From an optimization exercise on the open Yosys and OpenROAD flow, aimed at small area; shortcuts taken in it are not production practice.
At most, simulation tests tie the RTL to the original design; equivalence was not proved.
The RTL of runs 5 and 6 was laid out without a check of its function.
No activity file was given, so power comes from the tool's default toggle rates.

### flow/run.sh
#!/bin/bash
# synth_recipe.tcl (not shown) runs the flow's synth.tcl, then flattens the netlist and writes it again
# the make line also repeats each setting of config.mk as NAME=value (left out here)
make -C /OpenROAD-flow-scripts/flow DESIGN_CONFIG=/design/flow/config.mk WORK_HOME=/design/flow/orfs CLKGATE_MAP_FILE= SYNTH_SCRIPT=/design/flow/synth_recipe.tcl finish
### flow/config.mk
export PLATFORM = sky130hd
export DESIGN_NAME = pm2_cpu
export DESIGN_NICKNAME = pm2_cpu
export VERILOG_FILES = /design/flow/design.v
export SDC_FILE = /design/flow/constraint.sdc
export NUM_CORES = 4
export LEC_CHECK = 0
export CAP_MARGIN = 20
export CORE_MARGIN = 2
export CORE_UTILIZATION = 40
export CTS_BUF_LIST = sky130_fd_sc_hd__clkbuf_4
export SLEW_MARGIN = 20
### flow/constraint.sdc
create_clock -name core_clock -period 12.0 [get_ports {clk}]
set_input_delay 2.4000 -clock core_clock [delete_from_list [all_inputs] [get_ports {clk}]]
set_output_delay 2.4000 -clock core_clock [all_outputs]
set_load 0.01 [all_outputs]
### flow/design.v
module pm2_cpu (
    input  wire        clk,
    input  wire        rst,           
    output reg         mem_req,
    output reg         mem_we,
    output reg         mem_word,
    output reg  [31:0] mem_addr,
    output reg  [31:0] mem_wdata,
    input  wire [31:0] mem_rdata,
    input  wire        mem_ready,
    output wire        halted
);
    localparam [3:0] S_CLR  = 4'd0,    
                     S_F1   = 4'd1,    
                     S_F2   = 4'd2,    
                     S_MEM  = 4'd3,    
                     S_MD   = 4'd4,    
                     S_HALT = 4'd5,
                     S_ALU  = 4'd8,    
                     S_ADR  = 4'd9,    
                     S_LOAD = 4'd10,   
                     S_WR   = 4'd11,   
                     S_FIN  = 4'd12,   
                     S_JMP  = 4'd13;   
    reg  [3:0]   state;
    reg  [2:0]   ph;         
    reg  [1:0]   rc;         
    reg          inpass;     
    reg  [31:0]  Q, T, H;
    reg          zf, cy, cip, zacc;
    reg  [2:0]   k;          
    reg          o7, o4;
    reg  [3:0]   o;
    reg  [3:0]   rd, p1, p2;
    reg  [511:0] rf;
    reg  [31:0]  ipr;
    assign halted = (state == S_HALT);
    wire ph0   = (ph == 3'd0);
    wire ph7   = (ph == 3'd7);
    wire pass  = state[3];
    wire act   = pass & (inpass | ph0);
    wire fin   = act & ph7;
    wire xfer  = mem_req & mem_ready;
    wire clr   = (state == S_CLR);
    wire [3:0] d1 = rf[{p1, 5'd0} +: 4];
    wire [3:0] d2 = rf[{p2, 5'd0} +: 4];
    wire       sub  = o[0] & ~o[2];
    wire       cin  = ph0 ? sub : cy;
    wire [4:0] asum = {1'b0, d1} + {1'b0, d2 ^ {4{sub}}} + {4'd0, cin};
    reg  [3:0] alu_r;
    always @(*) begin
        case ({o[3], o[2:0]})
            4'hC:    alu_r = d1 & d2;
            4'hD:    alu_r = d1 | d2;
            4'hE:    alu_r = d1 ^ d2;
            4'hF:    alu_r = ~d1;
            4'h0:    alu_r = d1 ^ d2;           
            default: alu_r = asum[3:0];         
        endcase
    end
    wire [3:0] ipsrc = (state == S_JMP) ? Q[3:0] : ipr[3:0];
    wire [2:0] kk    = (state == S_ADR) ? {o7, ~o7} : k;
    wire [4:0] ipsum = {1'b0, ipsrc} + {2'b0, ph0 ? kk : {2'b0, cip}};
    wire [3:0] ipnew = ipsum[3:0];
    wire       ip_we = (act & (state != S_ADR) & (state != S_LOAD)) | clr;
    wire [3:0] qtop  = (state == S_LOAD) ? d1 : ipnew;
    always @(posedge clk)
        ipr <= {ip_we ? (ipnew & {4{~clr}}) : ipr[3:0], ipr[31:4]};
    wire       ldb_hi = o7 & ~o4 & o[0] & (ph[2] | ph[1]);
    wire [3:0] wq     = Q[3:0] & {4{~ldb_hi}};
    wire       wr_en  = act & (((state == S_ALU) & o[3]) | (state == S_WR));
    wire [3:0] wdig   = clr ? 4'd0 : (state == S_ALU) ? alu_r : wq;
    wire [3:0] zdig   = (state == S_ALU) ? alu_r : (state == S_LOAD) ? d2 : wq;
    wire       znext  = (ph0 | zacc) & (zdig == 4'd0);
    genvar r;
    generate
        for (r = 0; r < 16; r = r + 1) begin : g_rf
            wire we = clr | (wr_en & (rd == r));
            always @(posedge clk)
                rf[r*32 +: 32] <= {we ? wdig : rf[r*32 +: 4], rf[r*32+4 +: 28]};
        end
    endgenerate
    wire        mulop = ~o[0];
    wire [32:0] mx = mulop ? {1'b0, H} : {H, Q[31]};
    wire [32:0] my = mulop ? {1'b0, T & {32{Q[0]}}} : {1'b1, ~T};
    wire [33:0] mr = {1'b0, mx} + {1'b0, my} + {33'd0, ~mulop};
    wire        nb = mr[33];
    wire [7:0] op = mem_rdata[31:24];
    wire [7:0] b1 = mem_rdata[23:16];
    wire [7:0] b2 = mem_rdata[15:8];
    wire [7:0] b3 = mem_rdata[7:0];
    wire h1 = |b1[7:4];
    wire h2 = |b2[7:4];
    wire h3 = |b3[7:4];
    wire f_rrr  = (op[7:3] == 5'b01011) & (op[2:0] != 3'd7);
    wire f_rr   = (op == 8'h5F) | (op == 8'h60);
    wire f_md   = (op[7:1] == 7'b0101101);
    wire f_6    = (op[7:2] == 6'b100000) | (op == 8'h90);
    wire f_jmp  = (op == 8'h08);
    wire f_br   = (op[7:1] == 7'b0001000);
    wire f_take = op[0] ^ zf;
    wire f_halt = (op == 8'hFF);
    reg  [2:0] f_k;
    reg  [3:0] f_next;
    always @(*) begin
        f_k    = 3'd1;
        f_next = S_FIN;
        if (f_halt) begin
            f_next = S_HALT;
        end else if (f_6) begin
            f_k    = 3'd6;
            f_next = h1 ? S_FIN : S_ADR;
        end else if (f_rrr) begin
            f_k    = 3'd4;
            f_next = (h1 | h2 | h3) ? S_FIN : f_md ? S_LOAD : S_ALU;
        end else if (f_rr) begin
            f_k    = 3'd3;
            f_next = (h1 | h2) ? S_FIN : S_ALU;
        end else if (f_jmp | (f_br & f_take)) begin
            f_k    = 3'd0;
            f_next = S_ADR;
        end else if (f_br) begin
            f_k    = 3'd5;
        end
    end
    always @(*) begin
        mem_req   = (state == S_F1) | (state == S_F2) | (state == S_MEM);
        mem_we    = (state == S_MEM) & o[1];
        mem_word  = ~((state == S_MEM) & o[0]);
        mem_addr  = Q;
        mem_wdata = T;
    end
    always @(posedge clk) begin
        ph <= ph + 3'd1;
        if (act) begin
            zacc <= znext;
            cy   <= asum[4];
            cip  <= ipsum[4];
        end
        if (rst) begin
            state  <= S_CLR;
            ph     <= 3'd0;
            inpass <= 1'b0;
            zf     <= 1'b0;
            k      <= 3'd0;
        end else begin
            inpass <= act & ~ph7;
            case (state)
                S_CLR: if (ph7) state <= S_FIN;
                S_F1: if (xfer) begin
                    o7 <= op[7];
                    o4 <= op[4];
                    o  <= op[3:0];
                    rd <= b1[3:0];
                    p1 <= op[3] ? b2[3:0] : b1[3:0];
                    p2 <= op[7] ? b1[3:0] : op[3] ? b3[3:0] : b2[3:0];
                    k  <= f_k;
                    state <= f_next;
                end
                S_F2: if (xfer) begin
                    Q <= mem_rdata;
                    if (!o7)
                        state <= (!o4 && mem_rdata[31:24] != 8'd0) ? S_HALT : S_JMP;
                    else
                        state <= o4 ? S_WR : S_MEM;
                end
                S_MEM: if (xfer) begin
                    Q     <= mem_rdata;
                    state <= o[1] ? S_FIN : S_WR;
                end
                S_MD: begin
                    if (mulop) begin
                        H <= mr[32:1];
                        Q <= {mr[0], Q[31:1]};
                    end else begin
                        H <= nb ? mr[31:0] : mx[31:0];
                        Q <= {Q[30:0], nb};
                    end
                    if (ph7) begin
                        rc <= rc + 2'd1;
                        if (rc == 2'd3)
                            state <= S_WR;
                    end
                end
                S_HALT: ;    
                default: if (act) begin    
                    Q <= {qtop, Q[31:4]};
                    if (state == S_ADR || state == S_LOAD)
                        T <= {d2, T[31:4]};
                    H  <= 32'd0;
                    rc <= 2'd0;
                    if (ph7) begin
                        case (state)
                            S_ALU:   zf <= znext;
                            S_WR:    if (!o7) zf <= znext;
                            default: ;
                        endcase
                        case (state)
                            S_ADR:   state <= S_F2;
                            S_LOAD:  state <= (o[0] & znext) ? S_FIN : S_MD;
                            default: state <= S_F1;
                        endcase
                    end
                end
            endcase
        end
    end
endmodule
==> results.json, run 1 <==
{
  "status": "finished clean",
  "yosys_warnings": 1,
  "dpl.hpwl_um": 34200,
  "tns_ns": 0,
  "layoutNonFillerInstCount": 2842,
  "cts_buffer_depth": 3,
  "slew_violations": 0,
  "synthesis.nets": 1858,
  "r2r_cells": 13,
  "tightest_slew_ns": 1.10,
  "ir_drop_uv": 145,
  "cts-resized-gates": 0,
  "drtIter0Drc": 942,
  "die_width_um": 240,
  "dp_slack_ns": 6.94,
  "cts_hold_buf": 0,
  "hold_path_class": "register to register",
  "syn2layout_area_growth_pct": 17.4,
  "setup_viol": 0,
  "end_kind": "output pin",
  "yosys-top-cells-area": "dfxtp_1 (50%), edfxtp_1 (16%), mux2i_1 (4.3%)",
  "ys_types": 68,
  "cap_violations": 0,
  "clk_pin_slew_ns": 0.07,
  "drt_wl_total_um": 50900,
  "routabilityCongestion": 0.885,
  "htree_levels": 4,
  "drive_gt1_share_pct": 16.8,
  "ys_ff_latch": 675,
  "io_pins": 103,
  "crit_path_start_kind": "register",
  "met1_length_um": 22900,
  "clock-sinks": 675,
  "synth_edf_count": 119,
  "cp_cell_sequence": "buf_4 -> buf_4 -> nand3_1 -> clkdlybuf4s50_1",
  "slew_headroom_pct": 26.7,
  "met3_length_um": 2830,
  "cts_buffers": 161,
  "arrival_ns": 3.44,
  "finalHoldViolCount": 0,
  "crit_path_max_fanout": 73,
  "core-area_mm2": 0.0551,
  "yosysTopAreaCellShare_pct": 49.9,
  "postRouteAntennaNets": 0,
  "die_y_um": 240,
  "power.density_mw_per_mm2": 161,
  "hold_ws_ns": 0.263,
  "netlist_area_mm2": 0.0223,
  "grt_max_degree": 74,
  "dr.pass1.iters": 5,
  "numPortBuffers": 102,
  "cpMostUsedCell": "buf_4",
  "drc": 0,
  "routed_via_density": 5.02,
  "die-area_mm2": 0.0577,
  "crit_slowest_cell": "buf_4",
  "row_count": 86,
  "fin_ws_ns": 6.16,
  "grt_pass1_vias": 14352,
  "grt_overflow": 0,
  "antenna_found_initial": 3,
  "synth-main-ff-cell": "dfxtp_1",
  "whs_path_depth": 0,
  "fmax_mhz": 171,
  "synth_top_area_cell": "dfxtp_1",
  "synthCells": 1768,
  "yosysSeqAreaShare_pct": 65.9,
  "async_reset_ff_share_pct": 0,
  "nets": 2061,
  "dp_cells": 2556,
  "cp_data_required_time_ns": 9.60,
  "wl_met2_um": 23700,
  "cts_tree": "built",
  "grt_pass1_wl_um": 79200,
  "p_leak_nw": 10.1,
  "wire_per_inst_um": 17.9,
  "cpPeakStageDelay_ns": 0.72,
  "fin_crit_ns": 5.84,
  "root_buffer": "clkbuf_4",
  "post-route-period-util_pct": 48.7,
  "start_util_pct": 40.5,
  "vias": 14270,
  "cts_setup_buffers": 0,
  "crit_type": "register to output pin",
  "fin_worst_skew_ns": 0.0915,
  "rsz0062_at_grt": "false",
  "synth_area_per_cell_um2": 12.6,
  "dr.max_layer_used": "met5",
  "clk_latency_ns": 0.98,
  "track_usage_pct": 18.0
}
## flip-flops by register name, indices dropped and copies added (netlist names)
name and flops:
zf 1, cip 1, p2 4, state 4, ph 3, T 32
o4 1, cy 1, zacc 1, H 32, inpass 1, p1 4
o 4, rf 512, o7 1, rc 2, ipr 32, rd 4
k 3, Q 32
## cell families after synthesis
group                    count (synthesis)  share of synthesized area [%]
buffers and inverters                  113                           2.10
AND/OR/NAND/NOR                        386                           7.78
multiplexers                           170                           10.2
flip-flops                             675                           65.9
XOR/XNOR                                36                           1.41
AO/OA/AOI/OAI                          333                           9.36
adder cells (fa/ha/maj)                 55                           3.25
## cells in the mapped netlist (12+ instances only)
cell type	n
dfxtp_1	556
nand2_1	136
edfxtp_1	119
nor2_1	103
mux2i_1	95
o21ai_0	85
a21oi_1	73
nand3_1	62
o21ai_1	56
clkbuf_1	54
ha_1	50
mux2_2	37
inv_1	31
a221o_1	29
mux4_2	27
nor3_1	23
xnor2_1	23
a211oi_1	21
nor2b_1	13
xor2_1	13
a21o_1	12
## cell type report
type	instances	area (um2)
Antenna cell	3	7.51
Fill cell	5013	28900
Clock inverter	49	334
Sequential cell	675	14700
Multi-Input combinational cell	980	7170
Timing Repair Buffer	117	1130
Inverter	36	135
Tap cell	748	936
Clock buffer	234	1760
## per-stage QoR
stage                     area, um2  util (%)  power [mW]
after global placement        24100      43.7        2.42
after floorplan               22300         -        2.39
after detailed placement      24100      43.7        2.42
after global routing          26200      47.5        4.40
after CTS                     26200      47.5        4.28
final                         26200      47.5        4.21
## power by group
part	leakage [nW]	switching [mW]	internal [mW]
combinational	3.35	0.0402	0.0258
clock	1.22	0.894	0.952
sequential	5.55	0.00262	2.30
total	10.1	0.937	3.28
## worst max-delay path: cells and delay by family (launching register included)
| kind | cells | cell delay (ns) |
|---|---|---|
| flops | 1 | 0.32 |
| simple gates | 1 | 0.14 |
| buf+inv | 3 | 1.96 |
## layer usage
metal / GRT usage (%) / vias up
li1: - / 6870
met1: 22.9 / 6881
met2: 28.3 / 423
met3: 4.82 / 94
met4: 8.68 / 2
met5: 0 / -
## path summary, 6_finish.rpt
check | to | start | slack (ns)
worst max-delay path | mem_word | o[0] | 6.16
worst min-delay path | rf[468] | rf[472] | 0.26
worst max register to register | H[17] | o[0] | 6.87
worst min register to register | rf[468] | rf[472] | 0.26
## cell usage in the layout (no fill, tap or decap), drive strengths merged, types with 5 or more instances in the layout
| cell | Yosys | layout |
|---|---|---|
| a21oi | 73 | 73 |
| mux2i | 95 | 95 |
| o21ai | 141 | 141 |
| mux2 | 37 | 37 |
| nand4 | 8 | 8 |
| a211oi | 21 | 21 |
| clkinv | 0 | 38 |
| a21o | 12 | 12 |
| and3 | 11 | 11 |
| clkdlybuf4s50 | 0 | 102 |
| a221o | 29 | 29 |
| nand2b | 7 | 7 |
| nor3 | 25 | 25 |
| ha | 50 | 50 |
| nor2b | 13 | 13 |
| xor2 | 13 | 13 |
| nand3 | 62 | 62 |
| nor2 | 104 | 104 |
| fa | 5 | 5 |
| nand2 | 136 | 136 |
| nor4 | 7 | 7 |
| buf | 23 | 15 |
| clkbuf | 54 | 234 |
| edfxtp | 119 | 119 |
| o221ai | 6 | 6 |
| inv | 36 | 41 |
| o211ai | 10 | 10 |
| xnor2 | 23 | 23 |
| mux4 | 38 | 38 |
| dfxtp | 556 | 556 |
==> run 2, diff against run 1 <==
--- a/flow/config.mk
+++ b/flow/config.mk
@@ -8,5 +8,4 @@
 export CAP_MARGIN = 20
 export CORE_MARGIN = 2
 export CORE_UTILIZATION = 40
-export CTS_BUF_LIST = sky130_fd_sc_hd__clkbuf_4
 export SLEW_MARGIN = 20
==> results.json, run 2 <==
{
  "slew_headroom_pct": 27.1,
  "fin_worst_skew_ns": 0.0448,
  "ir_drop_uv": 155,
  "yosys-top-cells-area": "dfxtp_1 (50%), edfxtp_1 (16%), mux2i_1 (4.3%)",
  "power_switching_uw": 906,
  "crit_path_max_fanout": 73,
  "die-area_mm2": 0.0577,
  "io_pins": 103,
  "crit_type": "register to output pin",
  "switching_share_pct": 20.7,
  "vias": 13624,
  "clock-sinks": 675,
  "crit_path_start_kind": "register",
  "cts_tree": "built",
  "syn2layout_area_growth_pct": 17.6,
  "final_cell_mix": "dfxtp_1 (556), nand2_1 (134), edfxtp_1 (119)",
  "dpl.hpwl_um": 34200,
  "clkPwrFrac_pct": 46.0,
  "grt_pass1_wl_um": 77100,
  "drive_gt1_share_pct": 10.6,
  "die_width_um": 240,
  "power.density_mw_per_mm2": 167,
  "drtIter0Drc": 924,
  "yosys_warnings": 1,
  "track_usage_pct": 17.3,
  "cts_buffer_depth": 3,
  "fin_crit_ns": 5.46,
  "routabilityCongestion": 0.885,
  "htree_levels": 2,
  "finalHoldViolCount": 0,
  "seq_power_share_pct": 52.5,
  "yosysSeqAreaShare_pct": 65.9,
  "die_y_um": 240,
  "start_util_pct": 40.5,
  "synthCells": 1768,
  "yosysMostFrequentCell": "dfxtp_1",
  "antennaDiodeCount": 0,
  "post-route-period-util_pct": 45.5,
  "core-area_mm2": 0.0551,
  "nets": 1961,
  "largest_reg_flops": 512,
  "cts_setup_buffers": 0,
  "ys_types": 68,
  "fin_util_pct": 47.6,
  "antenna_found_initial": 0,
  "synthTopCellsByCount": "dfxtp_1 (556), nand2_1 (136), edfxtp_1 (119)",
  "tightest_slew_ns": 1.09,
  "dr.pass1.iters": 7,
  "grt_pass1_vias": 13317,
  "synthesis.nets": 1858,
  "async_reset_ff_share_pct": 0,
  "drc": 0,
  "root_buffer": "clkbuf_16",
  "synth_area_per_cell_um2": 12.6,
  "fmax_mhz": 183,
  "grt_overflow": 0,
  "row_count": 86,
  "setup_viol": 0,
  "clk_pin_slew_ns": 0.07,
  "rsz0062_at_grt": "false",
  "power.total_mw": 4.39,
  "routed_via_density": 5.10,
  "netlist_area_mm2": 0.0223,
  "numPortBuffers": 102,
  "postRouteAntennaNets": 0,
  "tns_ns": 0,
  "synth_edf_count": 119,
  "clk_latency_ns": 0.64,
  "yosysTopAreaCellShare_pct": 49.9,
  "cts_buffers": 61,
  "slew_violations": 0,
  "cts-resized-gates": 0,
  "drt_wl_total_um": 50000,
  "cp_data_required_time_ns": 9.60,
  "status": "finished clean",
  "ys_ff_latch": 675,
  "cts_hold_buf": 0,
  "p_int_mw": 3.48,
  "p_leak_nw": 9.96,
  "arrival_ns": 3.06,
  "end_kind": "output pin",
  "synth_top_area_cell": "dfxtp_1",
  "cap_violations": 0,
  "hold_path_class": "register to register",
  "wire_per_inst_um": 18.7,
  "pwr-share-comb_pct": 1.5,
  "synth-main-ff-cell": "dfxtp_1",
  "top_register": "rf",
  "layout_commonest_cell": "dfxtp_1",
  "grt_max_degree": 74
}
-- run 2: cell counts after synthesis --
Identical to the previous run, type by type.
-- run 2: logic make-up after synthesis --
| family | synth area share [%] |
|---|---|
| muxes | 10.2 |
| AOI/OAI and AO/OA | 9.36 |
| adders and majority gates | 3.25 |
| xor gates and xnor gates | 1.41 |
| DFF | 65.9 |
| and+or+nand+nor | 7.78 |
| buffers and inverters | 2.10 |
-- run 2: path summary, 6_finish.rpt --
check / start / end / slack [ns] / cells past startpoint
max: o[0] / mem_word / 6.54 / 4
min: rf[349] / rf[345] / 0.31 / 0
max reg2reg: o[0] / H[20] / 6.89 / 13
min reg2reg: rf[349] / rf[345] / 0.31 / 0
-- run 2: final cells by class --
cell class	instances	area, um2
Fill cell	4912	28900
Sequential cell	675	14700
Multi-Input combinational cell	980	7170
Clock buffer	83	1770
Timing Repair Buffer	117	1130
Tap cell	748	936
Clock inverter	32	370
Inverter	36	135
-- run 2: metrics by stage --
step	setup slack [ns]	std cells	cell area (um2)	hold WS (ns)
2_1_floorplan	6.69	1768	22300	0.310
3_3_place_gp	7.04	2556	24100	0.310
5_1_grt	6.33	2671	26200	0.316
6_report	6.54	2671	26200	0.307
3_5_place_dp	6.94	2556	24100	0.312
4_1_cts	6.49	2671	26200	0.310
-- run 2: per-layer routing --
| metal | track usage [%] | vias up | share of wire, % |
|---|---|---|---|
| met2 | 27.9 | 375 | 46 |
| met1 | 23.4 | 6602 | 45 |
| met5 | 0 | - | 0 |
| met4 | 5.67 | 0 | 2.9 |
| met3 | 3.44 | 98 | 5.6 |
| li1 | - | 6549 | - |
-- run 2: power groups by stage --
stage / sequential, mW / combinational, mW / clock, mW
2_1_floorplan: 2.35 / 0.0346 / 0
3_3_place_gp: 2.35 / 0.0647 / 0
3_5_place_dp: 2.35 / 0.0652 / 0
4_1_cts: 2.30 / 0.0656 / 2.06
5_1_grt: 2.30 / 0.0710 / 2.15
6_report: 2.30 / 0.0657 / 2.02
-- run 2: worst max-delay path, cell delays in order (launching register included) --
cell             delay, ns
edfxtp_1              0.32
buf_4                 0.72
buf_4                 0.72
nand3_1               0.14
clkdlybuf4s50_1       0.52
==> run 3, diff against run 2 <==
--- a/flow/design.v
+++ b/flow/design.v
@@ -27,7 +27,7 @@
     reg  [1:0]   rc;         
     reg          inpass;     
     reg  [31:0]  Q, T, H;
-    reg          zf, cy, cip, zacc;
+    reg          zf, cy, cip, zacc, hs;
     reg  [2:0]   k;          
     reg          o7, o4;
     reg  [3:0]   o;
@@ -67,7 +67,8 @@
     always @(posedge clk)
         ipr <= {ip_we ? (ipnew & {4{~clr}}) : ipr[3:0], ipr[31:4]};
     wire       ldb_hi = o7 & ~o4 & o[0] & (ph[2] | ph[1]);
-    wire [3:0] wq     = Q[3:0] & {4{~ldb_hi}};
+    wire [3:0] wsrc   = (~o7 & ~o[0]) ? H[3:0] : Q[3:0];    
+    wire [3:0] wq     = wsrc & {4{~ldb_hi}};
     wire       wr_en  = act & (((state == S_ALU) & o[3]) | (state == S_WR));
     wire [3:0] wdig   = clr ? 4'd0 : (state == S_ALU) ? alu_r : wq;
     wire [3:0] zdig   = (state == S_ALU) ? alu_r : (state == S_LOAD) ? d2 : wq;
@@ -81,10 +82,9 @@
         end
     endgenerate
     wire        mulop = ~o[0];
-    wire [32:0] mx = mulop ? {1'b0, H} : {H, Q[31]};
-    wire [32:0] my = mulop ? {1'b0, T & {32{Q[0]}}} : {1'b1, ~T};
-    wire [33:0] mr = {1'b0, mx} + {1'b0, my} + {33'd0, ~mulop};
-    wire        nb = mr[33];
+    wire [32:0] ma = {H, Q[31] & ~mulop};
+    wire [32:0] mb = mulop ? {1'b0, T & {32{Q[31]}}} : {~hs, T ^ {32{~hs}}};
+    wire [32:0] ms = ma + mb + {32'd0, ~mulop & ~hs};
     wire [7:0] op = mem_rdata[31:24];
     wire [7:0] b1 = mem_rdata[23:16];
     wire [7:0] b2 = mem_rdata[15:8];
@@ -169,13 +169,9 @@
                     state <= o[1] ? S_FIN : S_WR;
                 end
                 S_MD: begin
-                    if (mulop) begin
-                        H <= mr[32:1];
-                        Q <= {mr[0], Q[31:1]};
-                    end else begin
-                        H <= nb ? mr[31:0] : mx[31:0];
-                        Q <= {Q[30:0], nb};
-                    end
+                    H  <= ms[31:0];
+                    hs <= ms[32];
+                    Q  <= {Q[30:0], ~ms[32]};
                     if (ph7) begin
                         rc <= rc + 2'd1;
                         if (rc == 2'd3)
@@ -187,7 +183,9 @@
                     Q <= {qtop, Q[31:4]};
                     if (state == S_ADR || state == S_LOAD)
                         T <= {d2, T[31:4]};
-                    H  <= 32'd0;
+                    if (state == S_LOAD || state == S_WR)
+                        H <= {4'd0, H[31:4]};
+                    hs <= 1'b0;
                     rc <= 2'd0;
                     if (ph7) begin
                         case (state)
--- a/flow/config.mk
+++ b/flow/config.mk
@@ -7,5 +7,8 @@
 export LEC_CHECK = 0
 export CAP_MARGIN = 20
 export CORE_MARGIN = 2
-export CORE_UTILIZATION = 40
+export CORE_UTILIZATION = 55
+export CTS_BUF_LIST = sky130_fd_sc_hd__clkbuf_8
+export CTS_CLUSTER_DIAMETER = 50
+export CTS_CLUSTER_SIZE = 16
 export SLEW_MARGIN = 20
==> results.json, run 3 <==
{
  "synthCells": 1642,
  "synthesis.nets": 1731,
  "drc": 0,
  "top_register": "rf",
  "ys_ff_latch": 676,
  "largest_reg_flops": 512,
  "layout_commonest_cell": "dfxtp_1",
  "fin_ws_ns": 7.14,
  "regToRegEndpoint": "Q[0]",
  "synthTopCellsByCount": "dfxtp_1 (556), nand2_1 (200), o21ai_0 (124)",
  "syn2layout_area_growth_pct": 11.6,
  "cts_buffers": 55,
  "postRouteAntennaNets": 0,
  "grt_overflow": 0,
  "cts-resized-gates": 0,
  "die_width_um": 201,
  "min-delay-start": "rf[6]",
  "synth_xor_xnor_area_share_pct": 1.48,
  "start_util_pct": 55.4,
  "hold_path_class": "register to register",
  "synth-simple-area-share_pct": 8.55,
  "p_int_mw": 2.81,
  "crit_path_start_kind": "register",
  "cts_setup_buffers": 0,
  "netlist_area_mm2": 0.0213,
  "rsz0062_at_grt": "false",
  "crit_path_max_fanout": 14,
  "drtIter0Drc": 828,
  "numPortBuffers": 102,
  "cts_tree": "built",
  "final_cell_mix": "dfxtp_1 (556), nand2_1 (199), o21ai_0 (124)",
  "cap_violations": 0,
  "whs_path_depth": 0,
  "tightest_slew_ns": 1.07,
  "async_reset_ff_share_pct": 0,
  "crit_type": "register to output pin",
  "io_pins": 103,
  "antennaDiodeCount": 0,
  "power.total_mw": 3.58,
  "drt_wl_total_um": 44900,
  "dp_slack_ns": 7.24,
  "status": "finished clean",
  "yosys_warnings": 1,
  "p_leak_nw": 9.19,
  "switching_share_pct": 21.4,
  "dp_cells": 2216,
  "core-area_mm2": 0.0385,
  "track_usage_pct": 22.5,
  "yosysMostFrequentCell": "dfxtp_1",
  "dpl.hpwl_um": 30800,
  "finalHoldViolCount": 0,
  "synth_edf_count": 120,
  "clock-sinks": 676,
  "routed_via_density": 5.42,
  "drive_gt1_share_pct": 7.81,
  "grt_pass1_vias": 12101,
  "hold_ws_ns": 0.303,
  "ys_types": 69,
  "clk_latency_ns": 0.69,
  "htree_levels": 2,
  "ir_drop_uv": 173,
  "nets": 1844,
  "layoutNonFillerInstCount": 2297,
  "fin_worst_skew_ns": 0.0466,
  "synth-main-ff-cell": "dfxtp_1",
  "power_switching_uw": 765,
  "fill_cells": 3046,
  "pwr-share-comb_pct": 1.5,
  "row_count": 72,
  "fin_crit_ns": 4.86,
  "arrival_ns": 2.46,
  "seq_power_share_pct": 64.3,
  "post-route-period-util_pct": 40.5,
  "yosysSeqAreaShare_pct": 69.2,
  "yosys-top-cells-area": "dfxtp_1 (52%), edfxtp_1 (17%), nand2_1 (3.5%)",
  "tns_ns": 0,
  "holdPathEnd": "rf[2]",
  "clk_pin_slew_ns": 0.09,
  "setup_viol": 0,
  "power.density_mw_per_mm2": 151,
  "synth_area_per_cell_um2": 13.0,
  "die-area_mm2": 0.0403,
  "antenna_found_initial": 0,
  "wire_per_inst_um": 19.6,
  "synth_top_family_by_area": "compound AO/OA/AOI/OAI gates",
  "fmax_mhz": 206,
  "end_kind": "output pin",
  "die_y_um": 201,
  "synth_compound_area_share_pct": 8.65,
  "grt_max_degree": 73,
  "r2r_slack_ns": 7.25,
  "root_buffer": "clkbuf_8",
  "r2r_cells": 15,
  "seq_area_mm2": 0.0147,
  "dr.pass1.iters": 5,
  "clkPwrFrac_pct": 34.2,
  "routabilityCongestion": 0.866,
  "cts_buffer_depth": 3,
  "slew_headroom_pct": 27.8,
  "slew_violations": 0,
  "muxShareOfSynthArea_pct": 6.72,
  "multi_input_area_mm2": 0.00616,
  "vias": 12458,
  "r2r_start": "o[0]",
  "synth_top_area_cell": "dfxtp_1",
  "cts_hold_buf": 0,
  "synthAdderAreaFrac_pct": 3.35,
  "yosysTopAreaCellShare_pct": 52.3,
  "grt_pass1_wl_um": 70100,
  "cp_data_required_time_ns": 9.60
}
## run 3: cell types whose count changed in the layout (fill, tap and decap cells not counted), moves of 30 or more
cell | previous run | this run
clkbuf_16 | 66 | 0
o21ai_1 | 56 | 9
a22oi_1 | 2 | 32
nand2_1 | 134 | 199
clkbuf_8 | 5 | 56
nor2_1 | 101 | 53
o21ai_0 | 85 | 124
mux2i_1 | 95 | 39
## run 3: how the worst max path moves through the flow
stage	startpoint	endpoint	slack [ns]	depth (start not counted)
5_1_grt	o[0]	H[30]	6.79	15
6_report	state[0]	halted	7.14	3
3_5_place_dp	o[0]	Q[0]	7.24	15
4_1_cts	state[0]	halted	7.12	3
2_1_floorplan	mem_ready	Q[0]	6.68	4
3_3_place_gp	o[0]	H[30]	7.07	14
## run 3: per-layer routing
metal	wire, um	vias up	global-route usage, %
met3	2390	78	3.54
met5	0	-	0
li1	-	6012	-
met1	21200	6008	32.7
met4	1290	0	8.33
met2	20100	360	34.3
## run 3: power by group through the flow
stage                     sequential, mW  clock (mW)  combinational (mW)
after floorplan                     2.35           0              0.0271
after global placement              2.35           0              0.0535
after detailed placement            2.35           0              0.0535
after CTS                           2.30        1.27              0.0542
after global routing                2.30        1.35              0.0592
final                               2.30        1.22              0.0543
## run 3: through the flow
stage | instance area, um2 | utilization [%]
floorplan | 21300 | -
global placement | 22700 | 59.1
detailed placement | 22700 | 59.1
CTS | 23800 | 61.8
global route | 23800 | 61.8
finish | 23800 | 61.8
## run 3: cell type report
class / instances / share of cell area, %
Timing Repair Buffer: 113 / 4.64
Clock buffer: 56 / 3.24
Sequential cell: 676 / 62.0
Tap cell: 518 / 2.73
Clock inverter: 25 / 1.07
Multi-Input combinational cell: 880 / 25.9
Inverter: 29 / 0.458
## run 3: logic make-up after synthesis
family / after synthesis
flops: 676
compound gates: 299
buf+inv: 86
xor+xnor: 36
simple gates: 403
mux: 88
fa+ha+maj: 54
## run 3: critical path: stages, from the launching register on
cell,delay (ns)
dfxtp_1,0.62
inv_1,0.21
nor3_1,0.37
clkdlybuf4s50_1,0.61
==> run 4, diff against run 3 <==
==> flow/flow/run.sh (new file) <==
#!/bin/bash
set -e
export BUFFER_PORTS_ARGS="-buffer_cell sky130_fd_sc_hd__buf_1"
export CTS_ARGS="-sink_clustering_enable -repair_clock_nets -dont_use_dummy_load -buf_list sky130_fd_sc_hd__clkbuf_8 -sink_clustering_size 16 -sink_clustering_max_diameter 50"
bash standard.sh > standard.log 2>&1
==> flow/standard.sh (new file) <==
#!/bin/bash
# synth_recipe.tcl (not shown) runs the flow's synth.tcl, then flattens the netlist and writes it again
# the make line also repeats each setting of config.mk as NAME=value (left out here)
make -C /OpenROAD-flow-scripts/flow DESIGN_CONFIG=/design/flow/config.mk WORK_HOME=/design/flow/orfs CLKGATE_MAP_FILE= SYNTH_SCRIPT=/design/flow/synth_recipe.tcl "${@:-finish}"
--- a/flow/config.mk
+++ b/flow/config.mk
@@ -8,7 +8,4 @@
 export CAP_MARGIN = 20
 export CORE_MARGIN = 2
 export CORE_UTILIZATION = 55
-export CTS_BUF_LIST = sky130_fd_sc_hd__clkbuf_8
-export CTS_CLUSTER_DIAMETER = 50
-export CTS_CLUSTER_SIZE = 16
 export SLEW_MARGIN = 20
removed: flow/run.sh
==> results.json, run 4 <==
{
  "yosys-top-cells-area": "dfxtp_1 (52%), edfxtp_1 (17%), nand2_1 (3.5%)",
  "synth_top_area_cell": "dfxtp_1",
  "slew_violations": 0,
  "r2r_slack_ns": 7.22,
  "drtIter0Drc": 800,
  "die-area_mm2": 0.0403,
  "arrival_ns": 5.11,
  "crit_path_max_fanout": 32,
  "layoutNonFillerInstCount": 2272,
  "muxShareOfSynthArea_pct": 6.72,
  "synthCells": 1642,
  "largest_reg_flops": 512,
  "hold_path_class": "register to register",
  "postRouteAntennaNets": 0,
  "drt_wl_total_um": 44400,
  "dpl.hpwl_um": 30500,
  "tns_ns": 0,
  "routabilityCongestion": 0.867,
  "grt_pass1_vias": 11975,
  "cts-resized-gates": 0,
  "rsz0062_at_grt": "false",
  "finalHoldViolCount": 0,
  "cap_violations": 0,
  "synthesis.nets": 1731,
  "grt_overflow": 0,
  "r2r_start": "o[0]",
  "synth_area_per_cell_um2": 13.0,
  "crit_type": "register to register",
  "numPortBuffers": 102,
  "ir_drop_uv": 180,
  "row_count": 72,
  "synth_compound_area_share_pct": 8.65,
  "core-area_mm2": 0.0385,
  "yosysSeqAreaShare_pct": 69.2,
  "power.density_mw_per_mm2": 149,
  "die_width_um": 201,
  "grt_max_degree": 73,
  "cts_buffers": 56,
  "vias": 12379,
  "crit_end": "Q[0]",
  "syn2layout_area_growth_pct": 7.42,
  "cp_cell_sequence": "mux2_2 -> nand2_1 -> o21ai_0 -> fa_1 -> inv_1 -> fa_1 -> nor2b_1 -> o31a_1 -> o21ai_0 -> a2111oi_0 -> nand4b_1 -> a311oi_1 -> o21ai_0 -> xnor2_1 -> o21ai_0",
  "nets": 1845,
  "synth_xor_xnor_area_share_pct": 1.48,
  "setup_viol": 0,
  "netlist_area_mm2": 0.0213,
  "wire_per_inst_um": 19.5,
  "grt_pass1_wl_um": 69200,
  "io_pins": 103,
  "crit_path_start_kind": "register",
  "drc": 0,
  "root_buffer": "clkbuf_8",
  "routed_via_density": 5.45,
  "async_reset_ff_share_pct": 0,
  "dp_cells": 2216,
  "htree_levels": 2,
  "synth-simple-area-share_pct": 8.55,
  "cts_buffer_depth": 3,
  "post-route-period-util_pct": 39.8,
  "clk_pin_slew_ns": 0.09,
  "yosysTopAreaCellShare_pct": 52.3,
  "fmax_mhz": 209,
  "fin_worst_skew_ns": 0.106,
  "top_register": "rf",
  "layout_commonest_cell": "dfxtp_1",
  "status": "finished clean",
  "regToRegEndpoint": "Q[0]",
  "p_leak_nw": 8.77,
  "antenna_found_initial": 0,
  "clock-sinks": 676,
  "cpPeakStageDelay_ns": 0.79,
  "track_usage_pct": 22.2,
  "cts_hold_buf": 0,
  "die_y_um": 201,
  "cpMostUsedCell": "o21ai_0",
  "tightest_slew_ns": 1.07,
  "synth-main-ff-cell": "dfxtp_1",
  "slew_headroom_pct": 28.5,
  "cts_tree": "built",
  "synthAdderAreaFrac_pct": 3.35,
  "cp-startpoint": "o[0]",
  "synthTopCellsByCount": "dfxtp_1 (556), nand2_1 (200), o21ai_0 (124)",
  "ys_ff_latch": 676,
  "crit_slowest_cell": "edfxtp_1",
  "ys_types": 69,
  "cp_data_required_time_ns": 12.33,
  "clk_latency_ns": 0.68,
  "start_util_pct": 55.4,
  "final_cell_mix": "dfxtp_1 (556), nand2_1 (199), o21ai_0 (124)",
  "synth_top_family_by_area": "compound AO/OA/AOI/OAI gates",
  "drive_gt1_share_pct": 6.90,
  "synth_edf_count": 120,
  "antennaDiodeCount": 0,
  "yosysMostFrequentCell": "dfxtp_1",
  "r2r_cells": 15,
  "fin_crit_ns": 4.78,
  "dr.pass1.iters": 7,
  "cts_setup_buffers": 0,
  "yosys_warnings": 1,
  "end_kind": "register"
}
## run 4: cell counts after synthesis
Identical to the previous run, type by type.
## run 4: through the flow
step                      cell area, um2  hold WS [ns]  setup slack, ns  utilization [%]  power [mW]
after floorplan                    21300         0.310             6.68                -        2.38
after global placement             22100         0.309             6.99             57.5        2.40
after detailed placement           22100         0.312             7.20             57.5        2.40
after CTS                          22900         0.275             7.24             59.5        3.46
after global routing               22900         0.273             6.74             59.5        3.54
final                              22900         0.281             7.22             59.5        3.42
## run 4: logic make-up (layout without fill, tap and decap cells)
group | Yosys count | count (layout)
buf+inv | 86 | 198
compound gates | 299 | 299
xor+xnor | 36 | 36
mux | 88 | 88
flops | 676 | 676
fa+ha+maj | 54 | 54
simple gates | 403 | 403
## run 4: routing by layer
layer / wire [um] / global-route usage (%) / part of all wire, % / vias to the layer above
met2: 20300 / 35.0 / 46 / 354
met3: 2440 / 4.09 / 5.5 / 85
met5: 0 / 0 / 0 / -
met1: 20500 / 31.3 / 46 / 5967
li1: - / - / - / 5973
met4: 1210 / 7.17 / 2.7 / 0
## run 4: layout make-up
cell class	instances	area (um2)
inverter	29	109
multi-input combinational	880	6150
sequential	676	14700
tap	518	648
fill	3159	15600
timing repair buffer	113	465
clock buffer	56	771
## run 4: worst min path at each step
stage                        from       to  slack (ns)  cells past startpoint
after global routing      rf[103]   rf[99]        0.27                      0
after CTS                 rf[103]   rf[99]        0.27                      0
after global placement    rf[138]  rf[134]        0.31                      0
final                     rf[103]   rf[99]        0.28                      0
after floorplan            ipr[4]   ipr[0]        0.31                      0
after detailed placement  rf[186]  rf[182]        0.31                      0
## run 4: power by group
part | switching [mW] | internal, mW
registers | 0.00159 | 2.30
logic | 0.0326 | 0.0137
clock network | 0.653 | 0.415
## run 4: critical path, delay by kind of cell, from the launching register on
family	cells	cell delay [ns]
adder cells (fa/ha/maj)	2	0.68
AND/OR/NAND/NOR	3	0.47
flip-flops	1	0.79
AO/OA/AOI/OAI	7	1.62
multiplexers	1	0.67
buffers and inverters	1	0.09
XOR/XNOR	1	0.19
==> run 5, diff against run 4 <==
--- a/flow/design.v
+++ b/flow/design.v
@@ -84,7 +84,16 @@
     wire        mulop = ~o[0];
     wire [32:0] ma = {H, Q[31] & ~mulop};
     wire [32:0] mb = mulop ? {1'b0, T & {32{Q[31]}}} : {~hs, T ^ {32{~hs}}};
-    wire [32:0] ms = ma + mb + {32'd0, ~mulop & ~hs};
+    wire [32:0] ms;
+    wire [33:0] mcy;
+    assign mcy[0] = ~mulop & ~hs;
+    genvar i;
+    generate
+        for (i = 0; i < 33; i = i + 1) begin : g_madd
+            assign ms[i]    = ma[i] ^ mb[i] ^ mcy[i];
+            assign mcy[i+1] = (ma[i] & mb[i]) | (mcy[i] & (ma[i] ^ mb[i]));
+        end
+    endgenerate
     wire [7:0] op = mem_rdata[31:24];
     wire [7:0] b1 = mem_rdata[23:16];
     wire [7:0] b2 = mem_rdata[15:8];
==> results.json, run 5 <==
{
  "status": "finished with violations",
  "violations": "negative setup slack",
  "start_util_pct": 56.0,
  "dpl.hpwl_um": 28400,
  "cpMostUsedCell": "fa_2",
  "hold_path_class": "register to register",
  "post_dp_cell_area_mm2": 0.0216,
  "crit_type": "register to register",
  "fin_ws_ns": -1.37,
  "cap_violations": 0,
  "fin_util_pct": 60.9,
  "yosys-top-cells-area": "dfxtp_1 (54%), edfxtp_1 (17%), fa_1 (3.4%)",
  "slew_violations": 0,
  "synth-main-ff-cell": "dfxtp_1",
  "setup_viol": 6,
  "async_reset_ff_share_pct": 0,
  "row_count": 70,
  "die_width_um": 198,
  "netlist_area_mm2": 0.0206,
  "power.total_mw": 3.39,
  "fin_crit_ns": 13.37,
  "synthesis.nets": 1635,
  "muxShareOfSynthArea_pct": 5.67,
  "core-area_mm2": 0.0368,
  "rsz0062_at_grt": "true",
  "synth_xor_xnor_area_share_pct": 0.425,
  "fin_worst_skew_ns": 0.107,
  "cts_buffer_depth": 3,
  "layout_commonest_cell": "dfxtp_1",
  "end_kind": "register",
  "synthCells": 1547,
  "grt_pass1_vias": 10997,
  "fmax_mhz": 74.8,
  "vias": 11499,
  "p_leak_nw": 8.49,
  "synth_area_per_cell_um2": 13.3,
  "yosysTopAreaCellShare_pct": 54.0,
  "arrival_ns": 13.77,
  "synthTopCellsByCount": "dfxtp_1 (556), nand2_1 (133), edfxtp_1 (120)",
  "cts_hold_buf": 0,
  "dr.pass1.iters": 5,
  "routabilityCongestion": 0.869,
  "fin_area_mm2": 0.0224,
  "root_buffer": "clkbuf_8",
  "clock-sinks": 676,
  "cpPeakStageDelay_ns": 0.47,
  "power.density_mw_per_mm2": 151,
  "top_register": "rf",
  "drc": 0,
  "synth-simple-area-share_pct": 7.77,
  "crit_slowest_cell": "edfxtp_1",
  "final_cell_mix": "dfxtp_1 (556), nand2_1 (133), edfxtp_1 (120)",
  "largest_reg_flops": 512,
  "cts_buffers": 53,
  "drive_gt1_share_pct": 10.1,
  "ir_drop_uv": 132,
  "cts_tree": "built",
  "grt_pass1_wl_um": 64300,
  "wire_per_inst_um": 19.7,
  "dp_slack_ns": -1.41,
  "clk_pin_slew_ns": 0.10,
  "drt_wl_total_um": 42200,
  "grt_overflow": 0,
  "syn2layout_area_growth_pct": 8.69,
  "numPortBuffers": 102,
  "crit_path_max_fanout": 4,
  "routed_via_density": 5.38,
  "drtIter0Drc": 793,
  "slew_headroom_pct": 34.6,
  "synthAdderAreaFrac_pct": 4.49,
  "ys_ff_latch": 676,
  "synth_top_area_cell": "dfxtp_1",
  "yosysSeqAreaShare_pct": 71.5,
  "crit_path_start_kind": "register",
  "yosys_warnings": 1,
  "postRouteAntennaNets": 0,
  "clk_latency_ns": 0.68,
  "die-area_mm2": 0.0390,
  "cp_data_required_time_ns": 12.40,
  "antenna_found_initial": 0,
  "yosysMostFrequentCell": "dfxtp_1",
  "post-route-period-util_pct": 111,
  "ys_types": 63,
  "io_pins": 103,
  "synth_edf_count": 120,
  "synth_compound_area_share_pct": 7.92,
  "finalHoldViolCount": 0,
  "htree_levels": 2,
  "synth_top_family_by_area": "compound AO/OA/AOI/OAI gates",
  "tightest_slew_ns": 0.982,
  "track_usage_pct": 21.9,
  "fill_cells": 2915,
  "antennaDiodeCount": 0,
  "die_y_um": 198,
  "tns_ns": -5.55,
  "grt_max_degree": 63,
  "nets": 1758
}
run 5: final timing paths:
| kind | from | end | slack [ns] | depth (start not counted) |
|---|---|---|---|---|
| worst max-delay path | o[0] | Q[0] | -1.37 | 38 |
| worst min-delay path | rf[85] | rf[81] | 0.28 | 0 |
| worst max register to register | o[0] | Q[0] | -1.37 | 38 |
| worst min register to register | rf[85] | rf[81] | 0.28 | 0 |
run 5: what timing repair did:
| action | 4_1_cts | 5_1_grt |
|---|---|---|
| buffers inserted | 1 | 1 |
| setup endpoints to repair | 6 | 7 |
| resized for setup | 3 | 0 |
run 5: cells by family after synthesis:
group,count (synthesis)
DFF,676
and+or+nand+nor,348
AOI/OAI and AO/OA,272
buffers and inverters,114
muxes,74
adders and majority gates,53
xor gates and xnor gates,10
run 5: layout make-up:
cell class	instances	area [um2]	share of cell area (%)
flip-flops and latches	676	14700	65.8
repair buffers	130	597	2.66
inverters	52	195	0.871
multi-input cells	757	5570	24.8
well taps	468	586	2.61
clock buffers	53	729	3.26
run 5: per-layer routing:
layer	share of wire (%)	GRT usage [%]	wire length (um)	vias up
met3	5.1	3.43	2130	75
met4	2.6	7.77	1090	0
met1	46	30.5	19500	5568
li1	-	-	-	5550
met5	0	0	0	-
met2	46	35.1	19500	306
run 5: worst max-delay path: cells and delay by family (launching register included):
kind | cells | cell delay, ns
compound gates | 2 | 0.15
xor+xnor | 2 | 0.32
fa+ha+maj | 32 | 11.82
buf+inv | 1 | 0.06
flops | 1 | 0.47
mux | 1 | 0.26
run 5: where the power goes:
part | switching [mW] | internal [mW] | leakage (nW)
logic | 0.0320 | 0.0139 | 2.55
registers | 0.00173 | 2.30 | 5.56
clock network | 0.647 | 0.393 | 0.381
total | 0.681 | 2.71 | 8.49
run 5: metrics by stage:
stage | hold slack [ns] | cells
after floorplan | 0.310 | 1547
after global placement | 0.310 | 2081
after detailed placement | 0.312 | 2081
after CTS | 0.275 | 2135
after global routing | 0.277 | 2136
final | 0.281 | 2136
==> run 6, diff against run 5 <==
--- a/flow/design.v
+++ b/flow/design.v
@@ -85,15 +85,28 @@
     wire [32:0] ma = {H, Q[31] & ~mulop};
     wire [32:0] mb = mulop ? {1'b0, T & {32{Q[31]}}} : {~hs, T ^ {32{~hs}}};
     wire [32:0] ms;
-    wire [33:0] mcy;
+    wire [22:0] mcy;
     assign mcy[0] = ~mulop & ~hs;
     genvar i;
     generate
-        for (i = 0; i < 33; i = i + 1) begin : g_madd
+        for (i = 0; i < 22; i = i + 1) begin : g_madd
             assign ms[i]    = ma[i] ^ mb[i] ^ mcy[i];
             assign mcy[i+1] = (ma[i] & mb[i]) | (mcy[i] & (ma[i] ^ mb[i]));
         end
     endgenerate
+    wire [11:0] hc0, hc1;
+    wire [10:0] hs0, hs1;
+    assign hc0[0] = 1'b0;
+    assign hc1[0] = 1'b1;
+    generate
+        for (i = 0; i < 11; i = i + 1) begin : g_msel
+            assign hs0[i]   = ma[22+i] ^ mb[22+i] ^ hc0[i];
+            assign hc0[i+1] = (ma[22+i] & mb[22+i]) | (hc0[i] & (ma[22+i] ^ mb[22+i]));
+            assign hs1[i]   = ma[22+i] ^ mb[22+i] ^ hc1[i];
+            assign hc1[i+1] = (ma[22+i] & mb[22+i]) | (hc1[i] & (ma[22+i] ^ mb[22+i]));
+        end
+    endgenerate
+    assign ms[32:22] = mcy[22] ? hs1 : hs0;
     wire [7:0] op = mem_rdata[31:24];
     wire [7:0] b1 = mem_rdata[23:16];
     wire [7:0] b2 = mem_rdata[15:8];
==> results.json, run 6 <==
{
  "status": "finished with violations",
  "violations": "negative setup slack",
  "fin_util_pct": 60.9,
  "async_reset_ff_share_pct": 0,
  "clkPwrFrac_pct": 30.8,
  "syn2layout_area_growth_pct": 8.56,
  "fin_ws_ns": -0.631,
  "yosysTopAreaCellShare_pct": 54.1,
  "fill_cells": 2946,
  "die_y_um": 197,
  "ys_types": 58,
  "power_switching_uw": 678,
  "setup_viol": 4,
  "end_kind": "register",
  "final_cell_mix": "dfxtp_1 (556), nand2_1 (151), edfxtp_1 (120)",
  "post_dp_cell_area_mm2": 0.0216,
  "drtIter0Drc": 723,
  "dp_slack_ns": -0.766,
  "r2r_start": "o[0]",
  "crit_type": "register to register",
  "synth_top_area_cell": "dfxtp_1",
  "start_util_pct": 56.1,
  "crit_path_max_fanout": 4,
  "cpMostUsedCell": "fa_2",
  "ys_ff_latch": 676,
  "slew_violations": 0,
  "yosys_warnings": 1,
  "switching_share_pct": 20.0,
  "min-delay-start": "rf[53]",
  "synthCells": 1557,
  "crit_path_start_kind": "register",
  "power.total_mw": 3.39,
  "regToRegEndpoint": "Q[0]",
  "numPortBuffers": 102,
  "pwr-share-comb_pct": 1.3,
  "yosys-top-cells-area": "dfxtp_1 (54%), edfxtp_1 (17%), fa_1 (3.3%)",
  "fmax_mhz": 79.2,
  "largest_reg_flops": 512,
  "synth_area_per_cell_um2": 13.2,
  "power.density_mw_per_mm2": 152,
  "antenna_found_initial": 0,
  "cts_buffer_depth": 3,
  "whs_path_depth": 0,
  "slew_headroom_pct": 30.4,
  "p_leak_nw": 8.48,
  "tns_ns": -2.02,
  "seq_area_mm2": 0.0147,
  "drive_gt1_share_pct": 10.3,
  "hold_ws_ns": 0.273,
  "multi_input_area_mm2": 0.00550,
  "yosysMostFrequentCell": "dfxtp_1",
  "r2r_cells": 41,
  "tightest_slew_ns": 1.04,
  "dpl.hpwl_um": 28000,
  "hold_path_class": "register to register",
  "cpPeakStageDelay_ns": 0.48,
  "core-area_mm2": 0.0367,
  "clk_pin_slew_ns": 0.09,
  "synth_edf_count": 120,
  "seq_power_share_pct": 67.9,
  "routabilityCongestion": 0.854,
  "cts_hold_buf": 0,
  "grt_overflow": 0,
  "row_count": 70,
  "arrival_ns": 12.98,
  "drc": 0,
  "cts_tree": "built",
  "top_register": "rf",
  "antennaDiodeCount": 0,
  "cap_violations": 0,
  "root_buffer": "clkbuf_8",
  "yosysSeqAreaShare_pct": 71.6,
  "layout_commonest_cell": "dfxtp_1",
  "die_width_um": 197,
  "dp_cells": 2090,
  "grt_pass1_wl_um": 63800,
  "p_int_mw": 2.71,
  "r2r_slack_ns": -0.63,
  "cp_data_required_time_ns": 12.35,
  "post-route-period-util_pct": 105,
  "fin_area_mm2": 0.0224,
  "synthTopCellsByCount": "dfxtp_1 (556), nand2_1 (152), edfxtp_1 (120)",
  "htree_levels": 2,
  "clock-sinks": 676,
  "wire_per_inst_um": 19.2,
  "routed_via_density": 5.41,
  "grt_max_degree": 69,
  "io_pins": 103,
  "die-area_mm2": 0.0390,
  "nets": 1769,
  "postRouteAntennaNets": 0,
  "drt_wl_total_um": 41300,
  "netlist_area_mm2": 0.0206,
  "layoutNonFillerInstCount": 2146,
  "dr.pass1.iters": 5,
  "fin_crit_ns": 12.63,
  "crit_slowest_cell": "edfxtp_1",
  "vias": 11615,
  "synthesis.nets": 1646,
  "cts_buffers": 54,
  "grt_pass1_vias": 11142,
  "ir_drop_uv": 122,
  "rsz0062_at_grt": "true",
  "fin_worst_skew_ns": 0.128,
  "clk_latency_ns": 0.68,
  "holdPathEnd": "rf[49]",
  "synth-main-ff-cell": "dfxtp_1",
  "finalHoldViolCount": 0,
  "track_usage_pct": 21.6
}
==> run 6: cell count changes after synthesis, moves of 6 or more <==
| cell | previous run | this run |
|---|---|---|
| nor3_1 | 17 | 9 |
| clkbuf_1 | 52 | 46 |
| a21o_1 | 6 | 12 |
| o21ai_1 | 0 | 12 |
| o21ai_0 | 87 | 108 |
| mux2i_1 | 34 | 18 |
| o21ai_2 | 0 | 10 |
| nand3_1 | 17 | 82 |
| a21oi_1 | 88 | 47 |
| nand2_1 | 133 | 152 |
| nor2_1 | 104 | 65 |
| a211oi_1 | 23 | 3 |
==> run 6: cells by family after synthesis <==
family	after synthesis	synth area share [%]
XOR/XNOR	12	0.510
flip-flops	676	71.6
multiplexers	57	4.76
buffers and inverters	117	2.43
AO/OA/AOI/OAI	268	7.87
adder cells (fa/ha/maj)	54	4.52
AND/OR/NAND/NOR	373	8.36
==> run 6: how the worst max path moves through the flow <==
| stage | start | cells past startpoint | to |
|---|---|---|---|
| after floorplan | o[0] | 45 | hs |
| after global placement | hs | 42 | Q[0] |
| after detailed placement | hs | 42 | Q[0] |
| after CTS | o[0] | 41 | Q[0] |
| after global routing | o[0] | 41 | Q[0] |
| final | o[0] | 41 | Q[0] |
==> run 6: power by group through the flow <==
stage	clock [mW]	combinational [mW]	sequential (mW)
final	1.04	0.0452	2.30
after global routing	1.17	0.0503	2.30
after floorplan	0	0.0268	2.35
after global placement	0	0.0448	2.36
after CTS	1.09	0.0454	2.30
after detailed placement	0	0.0449	2.36
==> run 6: timing repair <==
item,CTS,global route
endpoints found under the setup margin,4,5
gates resized for setup,6,2
pin swaps,1,0
setup buffers,1,1
==> run 6: worst max-delay path, delay by kind of cell, from the launching register on <==
family / cells / cell delay, ns
XOR/XNOR: 2 / 0.31
adder cells (fa/ha/maj): 31 / 10.86
flip-flops: 1 / 0.48
buffers and inverters: 4 / 0.23
AO/OA/AOI/OAI: 2 / 0.14
multiplexers: 2 / 0.34
==> run 6: per-layer routing <==
layer  global-route usage [%]  up-vias  wire, um
met3                     4.20       72      2240
met5                        0        -         0
met2                     34.1      279     19100
met4                     6.91        0      1020
li1                         -     5583         -
met1                     30.4     5681     18900
==> run 6: area by class of cell <==
type / count / area share, %
timing repair buffer: 128 / 2.59
sequential: 676 / 65.9
clock buffer: 54 / 3.32
multi-input combinational: 764 / 24.6
tap: 468 / 2.62
inverter: 56 / 0.940
==> run 7, diff against run 6 <==
--- a/flow/design.v
+++ b/flow/design.v
@@ -85,28 +85,16 @@
     wire [32:0] ma = {H, Q[31] & ~mulop};
     wire [32:0] mb = mulop ? {1'b0, T & {32{Q[31]}}} : {~hs, T ^ {32{~hs}}};
     wire [32:0] ms;
-    wire [22:0] mcy;
+    wire [20:0] mcy;
     assign mcy[0] = ~mulop & ~hs;
     genvar i;
     generate
-        for (i = 0; i < 22; i = i + 1) begin : g_madd
+        for (i = 0; i < 20; i = i + 1) begin : g_madd
             assign ms[i]    = ma[i] ^ mb[i] ^ mcy[i];
             assign mcy[i+1] = (ma[i] & mb[i]) | (mcy[i] & (ma[i] ^ mb[i]));
         end
     endgenerate
-    wire [11:0] hc0, hc1;
-    wire [10:0] hs0, hs1;
-    assign hc0[0] = 1'b0;
-    assign hc1[0] = 1'b1;
-    generate
-        for (i = 0; i < 11; i = i + 1) begin : g_msel
-            assign hs0[i]   = ma[22+i] ^ mb[22+i] ^ hc0[i];
-            assign hc0[i+1] = (ma[22+i] & mb[22+i]) | (hc0[i] & (ma[22+i] ^ mb[22+i]));
-            assign hs1[i]   = ma[22+i] ^ mb[22+i] ^ hc1[i];
-            assign hc1[i+1] = (ma[22+i] & mb[22+i]) | (hc1[i] & (ma[22+i] ^ mb[22+i]));
-        end
-    endgenerate
-    assign ms[32:22] = mcy[22] ? hs1 : hs0;
+    assign ms[32:20] = ma[32:20] + mb[32:20] + {12'd0, mcy[20]};
     wire [7:0] op = mem_rdata[31:24];
     wire [7:0] b1 = mem_rdata[23:16];
     wire [7:0] b2 = mem_rdata[15:8];
@@ -153,6 +141,10 @@
         mem_wdata = T;
     end
     always @(posedge clk) begin
+        H  <= (state == S_LOAD || state == S_WR) ? {4'd0, H[31:4]} : ms[31:0];
+        hs <= (state == S_MD) & ms[32];
+    end
+    always @(posedge clk) begin
         ph <= ph + 3'd1;
         if (act) begin
             zacc <= znext;
@@ -191,8 +183,6 @@
                     state <= o[1] ? S_FIN : S_WR;
                 end
                 S_MD: begin
-                    H  <= ms[31:0];
-                    hs <= ms[32];
                     Q  <= {Q[30:0], ~ms[32]};
                     if (ph7) begin
                         rc <= rc + 2'd1;
@@ -205,9 +195,6 @@
                     Q <= {qtop, Q[31:4]};
                     if (state == S_ADR || state == S_LOAD)
                         T <= {d2, T[31:4]};
-                    if (state == S_LOAD || state == S_WR)
-                        H <= {4'd0, H[31:4]};
-                    hs <= 1'b0;
                     rc <= 2'd0;
                     if (ph7) begin
                         case (state)
==> flow/flow/run.sh (replaced) <==
#!/bin/bash
set -e
export BUFFER_PORTS_ARGS="-buffer_cell sky130_fd_sc_hd__buf_1"
export CTS_ARGS="-sink_clustering_enable -repair_clock_nets -dont_use_dummy_load -buf_list sky130_fd_sc_hd__clkbuf_16 -sink_clustering_size 40 -sink_clustering_max_diameter 60"
bash standard.sh > standard.log 2>&1
==> results.json, run 7 <==
{
  "status": "finished clean",
  "crit_path_max_fanout": 4,
  "grt_most_used_layer": "met2",
  "nets": 1762,
  "yosysMostFrequentCell": "dfxtp_1",
  "dr.pass1.iters": 5,
  "slew_violations": 0,
  "fill_cells": 2963,
  "yosys-top-cells-area": "dfxtp_1 (58%), edfxtp_1 (13%), nand2_1 (2.6%)",
  "die_width_um": 197,
  "cap_violations": 0,
  "met2_usage_pct": 33.8,
  "fin_crit_ns": 11.00,
  "top_register": "rf",
  "antennaDiodeCount": 0,
  "cts_buffer_depth": 3,
  "dp_slack_ns": 0.915,
  "clk_latency_ns": 0.59,
  "synthesis.nets": 1662,
  "synth_area_per_cell_um2": 13.0,
  "cts_hold_buf": 0,
  "dpl.hpwl_um": 27700,
  "dp_cells": 2102,
  "cpMostUsedCell": "fa_1",
  "routabilityCongestion": 0.862,
  "grt_pass1_vias": 11047,
  "p_int_mw": 3.02,
  "yosysSeqAreaShare_pct": 70.6,
  "fin_util_pct": 60.7,
  "ys_ff_latch": 676,
  "use_met3_pct": 3.61,
  "clkPwrFrac_pct": 31.3,
  "cts-resized-gates": 0,
  "finalHoldViolCount": 0,
  "cpPeakStageDelay_ns": 0.45,
  "drc": 0,
  "synth_top_area_cell": "dfxtp_1",
  "synthTopCellsByCount": "dfxtp_1 (589), nand2_1 (142), o21ai_0 (105)",
  "crit_slowest_cell": "fa_1",
  "cp_data_required_time_ns": 12.26,
  "rsz0062_at_grt": "false",
  "final_cell_mix": "dfxtp_1 (589), nand2_1 (141), o21ai_0 (105)",
  "root_buffer": "clkbuf_16",
  "async_reset_ff_share_pct": 0,
  "grt_max_degree": 85,
  "drtIter0Drc": 585,
  "layout_commonest_cell": "dfxtp_1",
  "grt.met1_usage_pct": 29.8,
  "hold_path_class": "register to register",
  "tns_ns": 0,
  "netlist_area_mm2": 0.0204,
  "arrival_ns": 11.26,
  "clk_pin_slew_ns": 0.12,
  "tightest_slew_ns": 0.986,
  "vias": 11517,
  "yosys_warnings": 1,
  "numPortBuffers": 102,
  "p_leak_nw": 8.53,
  "drt_wl_total_um": 40800,
  "fin_worst_skew_ns": 0.0698,
  "postRouteAntennaNets": 0,
  "seq_power_share_pct": 61.5,
  "htree_levels": 2,
  "wire_per_inst_um": 19.1,
  "slew_headroom_pct": 34.2,
  "synth_edf_count": 87,
  "yosysTopAreaCellShare_pct": 57.8,
  "fin_ws_ns": 1.00,
  "synthCells": 1573,
  "die_y_um": 197,
  "start_util_pct": 55.8,
  "grt_pass1_wl_um": 62500,
  "antenna_found_initial": 0,
  "routed_via_density": 5.38,
  "r2r_start": "o[0]",
  "die-area_mm2": 0.0387,
  "post-route-period-util_pct": 91.7,
  "fmax_mhz": 90.9,
  "min-delay-start": "rf[40]",
  "switching_share_pct": 21.8,
  "crit_path_start_kind": "register",
  "synth-main-ff-cell": "dfxtp_1",
  "layoutNonFillerInstCount": 2139,
  "cts_setup_buffers": 0,
  "fin_area_mm2": 0.0222,
  "largest_reg_flops": 512,
  "cts_tree": "built",
  "power_switching_uw": 841,
  "track_usage_pct": 21.2,
  "post_dp_cell_area_mm2": 0.0213,
  "io_pins": 103,
  "ys_types": 71,
  "pwr-share-comb_pct": 7.2,
  "syn2layout_area_growth_pct": 8.79,
  "grt_overflow": 0,
  "cp-startpoint": "o[0]",
  "clock-sinks": 676,
  "setup_viol": 0,
  "drive_gt1_share_pct": 6.46,
  "end_kind": "register",
  "crit_type": "register to register",
  "power.density_mw_per_mm2": 174,
  "ir_drop_uv": 144,
  "cts_buffers": 37,
  "row_count": 70,
  "core-area_mm2": 0.0366
}
run 7: routing by layer:
metal | up-vias | wire length, um
met1 | 5527 | 19200
met2 | 290 | 18400
met5 | - | 0
li1 | 5622 | -
met4 | 0 | 1220
met3 | 78 | 1990
run 7: critical path: cells and delay by family, from the launching register on:
family                     cells  cell delay, ns
adders and majority gates     22            8.65
and+or+nand+nor                1            0.17
DFF                            1            0.43
muxes                          1            0.26
xor gates and xnor gates       1            0.19
buffers and inverters          1            0.09
AOI/OAI and AO/OA              7            0.91
run 7: path summary, 6_finish.rpt:
path | end | slack (ns) | cells past startpoint
setup / recovery | Q[0] | 1.00 | 33
hold / removal | rf[36] | 0.26 | 0
setup reg to reg | Q[0] | 1.00 | 33
hold reg to reg | rf[36] | 0.26 | 0
run 7: through the flow:
| step | hold WS, ns | total power [mW] |
|---|---|---|
| 2_1_floorplan | 0.310 | 2.63 |
| 4_1_cts | 0.268 | 3.89 |
| 3_3_place_gp | 0.310 | 2.69 |
| 5_1_grt | 0.265 | 4.02 |
| 6_report | 0.263 | 3.86 |
| 3_5_place_dp | 0.312 | 2.70 |
run 7: layout make-up:
cell class | instances | area (um2) | share of cell area (%)
clock buffer | 37 | 926 | 4.17
multi-input combinational | 796 | 5620 | 25.3
tap | 468 | 586 | 2.64
sequential | 676 | 14400 | 64.8
timing repair buffer | 119 | 510 | 2.30
inverter | 43 | 161 | 0.727
run 7: cells by family after synthesis:
family	count (synthesis)	share of synthesized area, %
compound gates	280	8.52
xor+xnor	20	0.858
fa+ha+maj	54	4.23
mux	58	5.10
simple gates	384	8.65
buf+inv	101	2.10
flops	676	70.6
run 7: power groups by stage:
| stage | registers [mW] | clock network (mW) | logic, mW |
|---|---|---|---|
| after global routing | 2.38 | 1.32 | 0.322 |
| after CTS | 2.37 | 1.24 | 0.280 |
| after floorplan | 2.41 | 0 | 0.220 |
| after detailed placement | 2.42 | 0 | 0.279 |
| after global placement | 2.42 | 0 | 0.266 |
| final | 2.37 | 1.21 | 0.277 |

what the ideal ports hide:
In the flow no input, the clock included, has a driving cell. The finished layouts below were timed again as built, in two steps.
Step 1 (the two cells are an assumption about what drives the block):
set clk [get_ports {clk}]
set_driving_cell -lib_cell sky130_fd_sc_hd__clkbuf_16 $clk
set_driving_cell -lib_cell sky130_fd_sc_hd__buf_2 [delete_from_list [all_inputs] $clk]
Step 2 adds t to the input delays and takes it off the output delays; t is the mean of the earliest and latest rising clock arrival at the registers after step 1. Input paths then give back, and output paths get back, about the clock's delay inside the block.
a / b / c = ideal ports / drivers / drivers and shift; a / b = the first two.
run | shift t [ns] | setup slack, ns | worst setup path at the end
run 1 | 0.989 | 6.160 / 6.105 / 6.869 | register to register
run 2 | 0.680 | 6.536 / 6.477 / 6.893 | register to register
run 3 | 0.716 | 7.143 / 7.089 / 7.181 | input to register
run 4 | 0.675 | 7.223 / 7.223 / 7.223 | register to register
run 5 | 0.674 | -1.370 / -1.370 / -1.370 | register to register
run 6 | 0.666 | -0.631 / -0.631 / -0.631 | register to register
run 7 | 0.601 | 1.001 / 1.001 / 1.001 | register to register
